From an optimization exercise on the open Yosys and OpenROAD flow, aimed at small area and a short achievable clock period; shortcuts taken in it are not production practice.
No functional check of the RTL was part of any run shown here.
Power figures rest on the tool's default switching activity, not on a simulated workload.

[run.sh]
#!/bin/bash
# synth_recipe.tcl (not shown) runs the flow's synth.tcl, then flattens the netlist and writes it again
# the make line also repeats each setting of config.mk as NAME=value (left out here)
make -C /OpenROAD-flow-scripts/flow DESIGN_CONFIG=/design/flow/config.mk WORK_HOME=/design/flow/orfs CLKGATE_MAP_FILE= SYNTH_SCRIPT=/design/flow/synth_recipe.tcl finish
[config.mk]
export PLATFORM = sky130hd
export DESIGN_NAME = crc16_tfv
export DESIGN_NICKNAME = crc16_tfv
export VERILOG_FILES = /design/flow/design.v
export SDC_FILE = /design/flow/constraint.sdc
export NUM_CORES = 4
export LEC_CHECK = 0
export CAP_MARGIN = 20
export CORE_MARGIN = 2
export CORE_UTILIZATION = 40
export SETUP_SLACK_MARGIN = 3.0
export SLEW_MARGIN = 20
[constraint.sdc]
create_clock -name core_clock -period 5.0 [get_ports {clk}]
set_input_delay 1.0000 -clock core_clock [delete_from_list [all_inputs] [get_ports {clk}]]
set_output_delay 1.0000 -clock core_clock [all_outputs]
set_load 0.01 [all_outputs]
[design.v]
module crc16_update (
    input  wire [15:0] acc_in,
    input  wire [7:0]  data,
    output wire [15:0] acc_out
);
    wire [7:0] x = acc_in[7:0] ^ data;
    wire       p = ^x;
    assign acc_out = {p,
                      p ^ x[7],
                      x[7] ^ x[6],
                      x[6] ^ x[5],
                      x[5] ^ x[4],
                      x[4] ^ x[3],
                      x[3] ^ x[2],
                      x[2] ^ x[1],
                      acc_in[15] ^ x[1] ^ x[0],
                      acc_in[14] ^ x[0],
                      acc_in[13:9],
                      acc_in[8] ^ p};
endmodule
module crc16_tfv (
    input  wire         clk,
    input  wire         rst,           
    input  wire         in_valid,
    input  wire [7:0]   in_byte,
    input  wire         lenient,       
    input  wire         td_reset,      
    input  wire         ce_valid,
    input  wire         ce_op,         
    input  wire [15:0]  ce_data,
    output wire [15:0]  acc,           
    output wire         busy,          
    output wire         fault,         
    output reg          rec_valid,
    output wire [127:0] rec_id,
    output wire [4:0]   rec_id_len,
    output wire [255:0] rec_val,
    output wire [5:0]   rec_val_len,
    output reg          tel_valid,
    output reg  [1:0]   tel_status,    
    output wire [5:0]   tel_count
);
    reg         busy_q, s_hdr, s_crlf, s_id, s_val, s_vend, s_crc;
    wire        s_wait = ~busy_q;
    reg [15:0]  acc_q;
    reg         len_eff;
    reg         corr;
    reg         fault_q;
    reg [5:0]   idb [0:15];    
    reg [4:0]   id_len;
    reg         id_fresh;      
    reg [5:0]   id_first;      
    reg         id_dirty;      
    reg [7:0]   valb [0:31];
    reg [5:0]   val_len;
    reg         crc_bad;       
    reg [2:0]   crc_len;       
    reg [5:0]   pend;
    assign acc         = acc_q;
    assign busy        = busy_q;
    assign fault       = fault_q;
    assign rec_id_len  = id_len;
    assign rec_val_len = val_len;
    assign tel_count   = pend;
    genvar g;
    generate
        for (g = 0; g < 16; g = g + 1) begin : g_id_out
            assign rec_id[8*g +: 8] = {2'b00, idb[g]};
        end
        for (g = 0; g < 32; g = g + 1) begin : g_val_out
            assign rec_val[8*g +: 8] = valb[g];
        end
    endgenerate
    wire [7:0] b = in_byte;
    wire is_ws    = (b == 8'h09) || (b == 8'h0A) || (b == 8'h0B) ||
                    (b == 8'h0C) || (b == 8'h0D) || (b == 8'h20);
    wire is_digit = (b >= 8'h30) && (b <= 8'h39);
    wire is_idch  = is_digit || (b == 8'h3A) || (b == 8'h2D) ||
                    (b == 8'h2E) || (b == 8'h2A);
    wire is_cr    = (b == 8'h0D);
    wire is_slash = (b == 8'h2F);
    wire is_bang  = (b == 8'h21);
    wire is_open  = (b == 8'h28);
    wire is_close = (b == 8'h29);
    wire is_hex   = is_digit || ((b >= 8'h41) && (b <= 8'h46));
    wire cec = ce_valid & ~td_reset;
    wire byt = in_valid & ~ce_valid & ~td_reset;
    wire [7:0]  upd_byte = ce_valid ? ce_data[7:0] : in_byte;
    wire [15:0] acc_upd;
    crc16_update u_update (
        .acc_in  (acc_q),
        .data    (upd_byte),
        .acc_out (acc_upd)
    );
    wire [4:0] id_cur   = id_fresh ? 5'd1 : id_len;    
    wire       id_full  = id_cur[4];
    wire       id_any   = (id_len != 5'd0);             
    wire       val_full = val_len[5];
    wire open_b  = byt & (s_wait | s_crc) & is_slash;
    wire term_b  = byt & s_crc & (is_cr | is_slash);
    wire id_oth  = ~(is_ws | is_idch | is_open);
    wire vend_oth = ~(is_ws | is_digit | is_bang | is_open);
    wire commit  = byt & s_vend & (is_digit | is_bang);
    wire fold_b = byt & (s_hdr |
                         (s_crlf & (is_ws | is_digit)) |
                         (s_id & (len_eff | ~id_oth)) |
                         s_val |
                         (s_vend & (len_eff | ~vend_oth)) |
                         (s_crc & is_bang));
    wire abandon_b = byt & ((s_crlf & ~(is_ws | is_digit)) |
                            (s_id & ~len_eff & id_oth) |
                            (s_vend & ~len_eff & vend_oth));
    wire go_wait = td_reset | abandon_b | (term_b & is_cr);
    wire go_hdr  = open_b;
    wire go_crlf = byt & s_hdr & is_cr;
    wire go_id   = byt & ((s_crlf & is_digit) | (s_vend & is_digit));
    wire go_val  = byt & (s_id | s_vend) & is_open;
    wire go_vend = byt & s_val & is_close;
    wire go_crc  = byt & ((s_id & len_eff & is_bang) | (s_vend & is_bang));
    wire moves   = go_wait | go_hdr | go_crlf | go_id | go_val | go_vend | go_crc;
    always @(posedge clk) begin
        if (rst) begin
            busy_q <= 1'b0; s_hdr <= 1'b0; s_crlf <= 1'b0; s_id <= 1'b0;
            s_val <= 1'b0; s_vend <= 1'b0; s_crc <= 1'b0;
        end else if (moves) begin
            busy_q <= ~go_wait;
            s_hdr  <= go_hdr;
            s_crlf <= go_crlf;
            s_id   <= go_id;
            s_val  <= go_val;
            s_vend <= go_vend;
            s_crc  <= go_crc;
        end
    end
    always @(posedge clk) begin
        if (rst || open_b)
            acc_q <= 16'h0000;
        else if (cec & s_wait)
            acc_q <= ce_op ? acc_upd : ce_data;
        else if (fold_b)
            acc_q <= acc_upd;
    end
    always @(posedge clk) begin
        if (open_b)
            len_eff <= lenient;
        if (s_wait | s_hdr)
            corr <= 1'b0;
        else if (byt & len_eff & ((s_id & id_oth) | (s_vend & vend_oth)))
            corr <= 1'b1;
        if (rst) begin
            fault_q   <= 1'b0;
            rec_valid <= 1'b0;
            tel_valid <= 1'b0;
        end else begin
            if (byt & ((s_id & is_idch & id_full) |
                       (s_val & ~is_close & val_full) |
                       (commit & id_any & (pend == 6'd63))))
                fault_q <= 1'b1;
            rec_valid <= commit & id_any & ~fault_q;
            tel_valid <= term_b & ~fault_q;
        end
    end
    always @(posedge clk) begin
        if (s_wait | s_hdr)
            pend <= 6'd0;
        else if (commit & id_any)
            pend <= pend + 6'd1;
    end
    wire       id_app   = byt & s_id & is_idch;
    wire       id_clr   = s_wait | s_hdr | s_crlf;
    wire       id_wipe  = id_clr | (s_id & (id_dirty | id_fresh));
    wire [5:0] id_data  = (id_app | s_crc) ? b[5:0] : 6'd0;
    wire [5:0] id_data1 = (id_clr | (s_id & id_dirty)) ? 6'd0 : id_data;
    wire [5:0] id_data2 = id_wipe ? 6'd0 : id_data;
    always @(posedge clk) begin
        if (s_crlf)
            id_len <= 5'd1;
        else if (s_id) begin
            if (id_app)
                id_len <= id_cur + 5'd1;
            else if (byt & len_eff & id_oth)
                id_len <= 5'd0;
            else
                id_len <= id_cur;
        end
        id_fresh <= commit & is_digit;
        id_dirty <= byt & s_id & len_eff & id_oth;
        if (s_vend)
            id_first <= b[5:0];
    end
    integer k;
    always @(posedge clk) begin
        if (id_wipe | (s_id & (id_cur == 5'd0)) | (s_crc & (crc_len == 3'd0)))
            idb[0] <= s_crlf ? b[5:0] : (s_id & id_fresh) ? id_first : id_data;
        if (id_wipe | (s_id & (id_cur == 5'd1)) | (s_crc & (crc_len == 3'd1)))
            idb[1] <= id_data1;
        for (k = 2; k < 16; k = k + 1)
            if (id_wipe | (s_id & (id_cur == k)) | (s_crc & (crc_len == k)))
                idb[k] <= id_data2;
    end
    wire       val_clr  = ~(s_val | s_vend);
    wire       val_app  = byt & s_val & ~is_close;
    wire [7:0] val_data = val_app ? b : 8'h00;
    always @(posedge clk) begin
        if (val_clr)
            val_len <= 6'd0;
        else if (val_app)
            val_len <= val_len + 6'd1;
        for (k = 0; k < 32; k = k + 1)
            if (val_clr | (s_val & (val_len == k)))
                valb[k] <= val_data;
    end
    wire crc_app = byt & s_crc & ~(is_cr | is_slash | is_bang);
    always @(posedge clk) begin
        if (~s_crc) begin
            crc_len <= 3'd0;
            crc_bad <= 1'b0;
        end else if (crc_app) begin
            if (crc_len != 3'd5)
                crc_len <= crc_len + 3'd1;
            if (~crc_len[2] & ~is_hex)
                crc_bad <= 1'b1;
        end
    end
    function [3:0] hex_nib;
        input [5:0] c;
        begin
            hex_nib = c[4] ? c[3:0] : (c[3:0] + 4'd9);
        end
    endfunction
    wire [15:0] crc_hex = {hex_nib(idb[0]), hex_nib(idb[1]), hex_nib(idb[2]), hex_nib(idb[3])};
    wire [1:0] status = corr ? 2'd2 :
                        (crc_len == 3'd0) ? 2'd0 :
                        ((crc_len == 3'd4) && !crc_bad && (crc_hex == acc_q)) ? 2'd0 : 2'd1;
    always @(posedge clk) begin
        if (term_b)
            tel_status <= status;
    end
endmodule
==> summary.txt, run 1 <==
outcome: complete, no violations
final WL: 57.0 mm
Via density: 5.23
worst path required time: 5.46 ns
Storage cell area: 12000 µm²
Max Buffers Root-to-Sink: 3
Die Area: 40300 µm²
clock-pin slew of the registers on the worst-case setup and hold paths: 0.06 ns
Avg Cell Area, Syn: 16.0 µm²
Tmin final: 2.62 ns
Fin Setup TNS: 0 ns
clock power share: 42.1%
CP startpoint kind: input port
Hold EP: crc_bad
gpl congestion: 0.910
Max-slew headroom: 50.4%
R2R Path End: acc_q[15]
largest net degree at the start of global routing: 32
PortBufs: 421
H-tree lvl count: 2
Reg power frac: 53.3%
FF-to-FF Start: s_crc
internal power: 5.47 mW
area delta synth->final: 47.9%
antenna violations before repair: 0
sw frac: 20.8%
Final Max Slew Viols: 0
clk latency of the worst-skew pair: 0.54 ns
Synth async-reset ratio: 0%
Starting DRT DRC Count: 993
Hold Crit Class: reg -> reg
fillers: 3068
first-pass GRT wire length: 76.9 mm
Max Cap Viol: 0
register area share after synthesis: 76.5%
R2R depth: 9
# rows: 72
Finish-stage setup viols: 0
core area: 38400 µm²
post-DP HPWL: 33.7 mm
hold depth: 1
post-synth cell types: 64
# clock sinks: 411
Final Hold Viols: 0
initial core utilization: 40.3%
Synth Area in Compound Gates: 6.32%
XOR/XNOR Fraction of Synth Area: 3.17%
Critical Path End Type: flop
flop-to-flop setup slack: 2.85 ns
CTS Buf Count: 42
Worst VDD drop: 0.213 mV
Mapped Area: 15500 µm²
EDFF count, synth: 361
Worst-Margin Slew: 0.744 ns
Ant. Diodes: 0
arrival time at the worst endpoint: 3.09 ns
via count: 11200
design area: 22900 µm²
RSZ-0062 raised after global routing: yes
final period utilization: 52.4%
Leak Pwr: 10.3 nW
CTS tree: built
Total Nets Final: 1643
pwr dens: 302 nW/µm²
area of the multi-input gates: 4640 µm²
root buf cell: clkbuf_16
flops & latches, synth: 411
WHS: 0.511 ns
number of global-route vias before repair: 10600
most frequent cells in the layout: edfxtp_1, buf_2, buf_4
first-pass detailed-route iteration total: 5
top_reg_cell synth: edfxtp_1
largest family of logic cells by synthesized area: simple AND/OR/NAND/NOR gates
I/O pin total: 454
mux cell area share after synthesis: 1.89%
Die Y: 201 µm
area share of fa/ha/maj cells after synthesis: 1.62%
Final Power: 6.90 mW
Crit Path Max Fanout: 8
DRC Markers: 0
critical path type: in -> reg
GRT Total Usage: 26.2%
Die W: 201 µm
Combinational Power Share: 4.6%
# hold bufs at CTS: 0
Synth Warn #: 3
HP Start: crc_bad
NetSw: 1.44 mW
placed inst area: 20300 µm²
GRT overflow: 0
Synth Area in Simple Gates: 7.49%
antenna viol nets, final: 0
drt wl/cell: 26.6 µm
clk_skew: 0.0126 ns
layout cells sized above 1: 53.3%
most common cell after layout, fill and taps aside: edfxtp_1
cells after synthesis: 970
top achievable clock speed: 0.381 GHz
[worst max-delay path by stage]
stage	startpoint	to	slack, ns	depth (start not counted)
after CTS	in_byte[7]	acc_q[15]	2.36	11
final	in_byte[3]	s_crc	2.38	12
after global routing	in_byte[3]	acc_q[0]	2.30	12
after floorplan	in_byte[5]	acc_q[11]	1.91	9
after global placement	in_byte[5]	idb[7][2]	0.89	8
after detailed placement	in_byte[5]	idb[5][2]	0.82	8
[registers in the layout (all words and copies together) (netlist names), 2 cells and up]
| register | cells |
|---|---|
| id_first | 6 |
| crc_len | 3 |
| val_len | 6 |
| valb | 256 |
| tel_status | 2 |
| acc_q | 16 |
| idb | 96 |
| pend | 6 |
| id_len | 5 |
[per-layer routing]
metal	up-vias	part of all wire (%)	GRT usage, %
met5	-	0	0
met4	0	4.7	9.66
met3	136	7.7	5.39
met2	652	50	45.4
met1	5535	38	32.5
li1	4884	-	-
[kinds of logic (layout without fill, tap and decap cells)]
group,count (synthesis),in the layout
other cells,1,32
compound gates,137,137
simple gates,234,266
mux,29,29
flops,411,411
buf+inv,82,673
fa+ha+maj,20,20
xor+xnor,56,56
[cell usage after synthesis (16+ instances only)]
library cell	n	area, µm²
xor2_1	18	158
inv_1	18	67.6
a21oi_1	17	85.1
ha_1	20	250
mux2i_1	27	270
dfxtp_1	50	1000
and2_1	16	100
xnor2_1	38	333
nand2_1	72	270
clkbuf_1	23	86.3
o21ai_0	52	260
nor2_1	56	210
edfxtp_1	361	10800
buf_4	33	248
[metrics by stage]
step / instances / utilization [%] / setup slack (ns)
after floorplan: 1001 / - / 1.91
after global placement: 1883 / 53.0 / 0.887
after detailed placement: 1883 / 53.0 / 0.816
after CTS: 2073 / 56.9 / 2.36
after global routing: 2142 / 59.6 / 2.30
final: 2142 / 59.6 / 2.38
[timing repair]
action / CTS / global route
gates cloned: 19 / 18
endpoints found under the setup margin: 1149 / 952
resized for setup: 1964 / 152
endpoints found under the hold margin: 0 / 0
pin swaps: 56 / 54
buffers inserted: 95 / 51
[cell type report]
cell class / count / area share, %
clock buffers: 54 / 4.88
multi-input cells: 540 / 20.3
flip-flops and latches: 411 / 52.3
repair buffers: 579 / 18.8
well taps: 518 / 2.83
inverters: 18 / 0.295
clock inverters: 22 / 0.645
[critical path: stages]
cell and delay [ns]:
buf_6 0.09, buf_8 0.12, buf_6 0.12, buf_12 0.13
and3_4 0.17, nand4_1 0.13, o21ai_1 0.12, o41ai_2 0.47
nand3_4 0.14, a2111oi_4 0.30, buf_6 0.18, o2bb2ai_4 0.11
[power by group through the flow]
stage                     sequential (mW)  clock (mW)  combinational [mW]
after global placement               3.77           0               0.213
after CTS                            3.68        2.96               0.277
after floorplan                      3.76           0               0.164
after detailed placement             3.77           0               0.214
final                                3.68        2.91               0.318
after global routing                 3.68        3.10               0.335
==> inputs of run 2 (changes only) <==
--- a/config.mk
+++ b/config.mk
@@ -8,5 +8,7 @@
 export CAP_MARGIN = 20
 export CORE_MARGIN = 2
 export CORE_UTILIZATION = 40
+export CTS_CLUSTER_DIAMETER = 100
+export CTS_CLUSTER_SIZE = 30
 export SETUP_SLACK_MARGIN = 3.0
 export SLEW_MARGIN = 20
==> summary.txt, run 2 <==
outcome: complete, no violations
Mapped Area: 15500 µm²
drt wl/cell: 26.6 µm
PortBufs: 421
area delta synth->final: 41.2%
most common cell after layout, fill and taps aside: edfxtp_1
register area share after synthesis: 76.5%
GRT overflow: 0
cells after synthesis: 970
Die W: 201 µm
met2 Use GR: 46.4%
first-pass detailed-route iteration total: 5
DRC Markers: 0
Max-slew headroom: 48.6%
final WL: 55.1 mm
top achievable clock speed: 0.371 GHz
Critical Path End Type: flop
Ant. Diodes: 0
post-DP HPWL: 33.7 mm
clk_skew: 0.0280 ns
Max Cap Viol: 0
pwr dens: 264 nW/µm²
largest net degree at the start of global routing: 33
sw frac: 21.1%
H-tree lvl count: 1
layout cells sized above 1: 50.3%
clock-pin slew of the registers on the worst-case setup and hold paths: 0.12 ns
Yosys top cell area share: 70.0%
Final Max Slew Viols: 0
clk latency of the worst-skew pair: 0.54 ns
Worst-Margin Slew: 0.765 ns
critical path type: in -> reg
Synth async-reset ratio: 0%
internal power: 4.55 mW
Tmin final: 2.69 ns
Regs by FF count: valb x256, idb x96, acc_q x16
Hold Crit Class: reg -> reg
Crit Path Max Fanout: 8
initial core utilization: 40.3%
placed inst area: 20300 µm²
arrival time at the worst endpoint: 3.13 ns
M3 GR Usage: 4.76%
Combinational Power Share: 5.1%
Leak Pwr: 9.78 nW
clock power share: 31.1%
top_reg_cell synth: edfxtp_1
flops & latches, synth: 411
Final Hold Viols: 0
CTS tree: built
Die Area: 40300 µm²
Synth Warn #: 3
RSZ-0062 raised after global routing: yes
post-synth cell types: 64
fillers: 3167
first-pass GRT wire length: 77.1 mm
Die Y: 201 µm
Worst VDD drop: 0.285 mV
busiest grt layer: met2
# rows: 72
Cell Count Post-Placement: 1883
CTS Buf Count: 18
most frequent cells in the layout: edfxtp_1, buf_2, buf_6
Via density: 5.25
# hold bufs at CTS: 0
GRT Total Usage: 26.0%
antenna violations before repair: 0
EDFF count, synth: 361
Max Buffers Root-to-Sink: 3
via count: 10900
I/O pin total: 454
Avg Cell Area, Syn: 16.0 µm²
# clock sinks: 411
CP startpoint kind: input port
Reg power frac: 63.7%
fin cells: 2072
antenna viol nets, final: 0
Finish-stage setup viols: 0
Final Util: 56.9%
most frequent cell after synthesis: edfxtp_1
Total Nets Final: 1593
Yosys top cell by area: edfxtp_1
design area: 21900 µm²
Fin Setup TNS: 0 ns
met1 global-route usage: 32.2%
largest reg by FF count: valb
Starting DRT DRC Count: 959
final period utilization: 53.9%
WHS: 0.502 ns
Area contributors post-synth: edfxtp_1, dfxtp_1, xnor2_1
Largest register FFs: 256
gpl congestion: 0.910
Post-synth top cells: edfxtp_1, nand2_1, nor2_1, o21ai_0, dfxtp_1
NetSw: 1.22 mW
worst path required time: 5.44 ns
number of global-route vias before repair: 10500
root buf cell: clkbuf_16
core area: 38400 µm²
-- run 2: changes by cell type in the layout (fill, tap and decap cells not counted), sizes merged, moves of 4 or more --
cell	change
and2	-4
and3	-5
clkinv	-17
buf	-25
clkdlybuf4s50	+5
clkbuf	-25
-- run 2: critical path, stage by stage --
cell and delay (ns):
buf_12 0.10, buf_4 0.15, nor3b_4 0.17, buf_4 0.15, and3_4 0.15, a2111oi_2 0.41
nand2b_1 0.20, a311oi_4 0.14, buf_6 0.18, buf_12 0.12, buf_16 0.12, a31o_2 0.22
-- run 2: per-layer routing --
metal,vias to the layer above,part of all wire (%)
met5,-,0
met4,0,3.5
met3,98,7.2
met2,567,51
met1,5477,38
li1,4726,-
-- run 2: cell type report --
class	instances	area (µm²)	share of cell area (%)
Clock buffer	29	513	2.35
Clock inverter	3	42.5	0.195
Inverter	18	70.1	0.321
Multi-Input combinational cell	531	4490	20.5
Sequential cell	411	11900	54.6
Tap cell	518	648	2.97
Timing Repair Buffer	562	4160	19.0
-- run 2: kinds of logic after synthesis --
group                    count (synthesis)  synth area share [%]
flip-flops                             411                  76.5
AND/OR/NAND/NOR                        234                  7.49
AO/OA/AOI/OAI                          137                  6.32
buffers and inverters                   82                  2.98
XOR/XNOR                                56                  3.17
multiplexers                            29                  1.89
adder cells (fa/ha/maj)                 20                  1.62
other                                    1                0.0242
-- run 2: per-stage QoR --
step,power [mW],setup WS (ns)
2_1_floorplan,3.93,1.91
6_report,5.77,2.31
4_1_cts,5.78,2.34
3_3_place_gp,3.98,0.887
3_5_place_dp,3.98,0.816
5_1_grt,5.94,2.22
-- run 2: repair_timing --
action	in CTS	in global routing
cloned	22	6
buffers inserted	109	20
setup endpoints to repair	1149	1071
pin swaps	58	37
resized for setup	1887	143
-- run 2: path summary, 6_finish.rpt --
| check | end | slack [ns] | depth (start not counted) | from |
|---|---|---|---|---|
| max | acc_q[15] | 2.31 | 12 | in_byte[5] |
| min | crc_bad | 0.50 | 1 | crc_bad |
| max reg2reg | acc_q[7] | 2.79 | 8 | s_crc |
| min reg2reg | crc_bad | 0.50 | 1 | crc_bad |
-- run 2: power by group through the flow --
stage / sequential, mW / combinational [mW] / clock, mW
after floorplan: 3.76 / 0.164 / 0
after global placement: 3.77 / 0.213 / 0
after detailed placement: 3.77 / 0.214 / 0
after CTS: 3.68 / 0.269 / 1.84
after global routing: 3.68 / 0.312 / 1.94
final: 3.68 / 0.296 / 1.80

## port drivers added, routing unchanged
The results above use ideal ports. As a check the final layouts listed here were re-extracted and re-timed, cells and wires unchanged.
Step 1 sets driving cells, clkbuf_16 on the clock port and buf_2 on the other inputs (assumed; they add their load-dependent delay and slew).
Step 2 also shifts input and output timing later by t, the mid clock arrival at the registers, as if the neighbouring blocks saw the same clock.
Three values: no drivers, after step 1, after step 2; two values: the first two.
run	shift t [ns]	setup WS [ns]	worst register clock-pin slew, ns
run 1	0.589	2.378 / 2.387 / 1.798	0.06 / 0.06
run 2	0.579	2.306 / 2.305 / 1.725	0.12 / 0.12
After both steps every run listed still meets setup and hold. For run 2, which loses most, drivers alone change the setup slack by -0.001 ns; drivers and shift together by -0.581 ns.
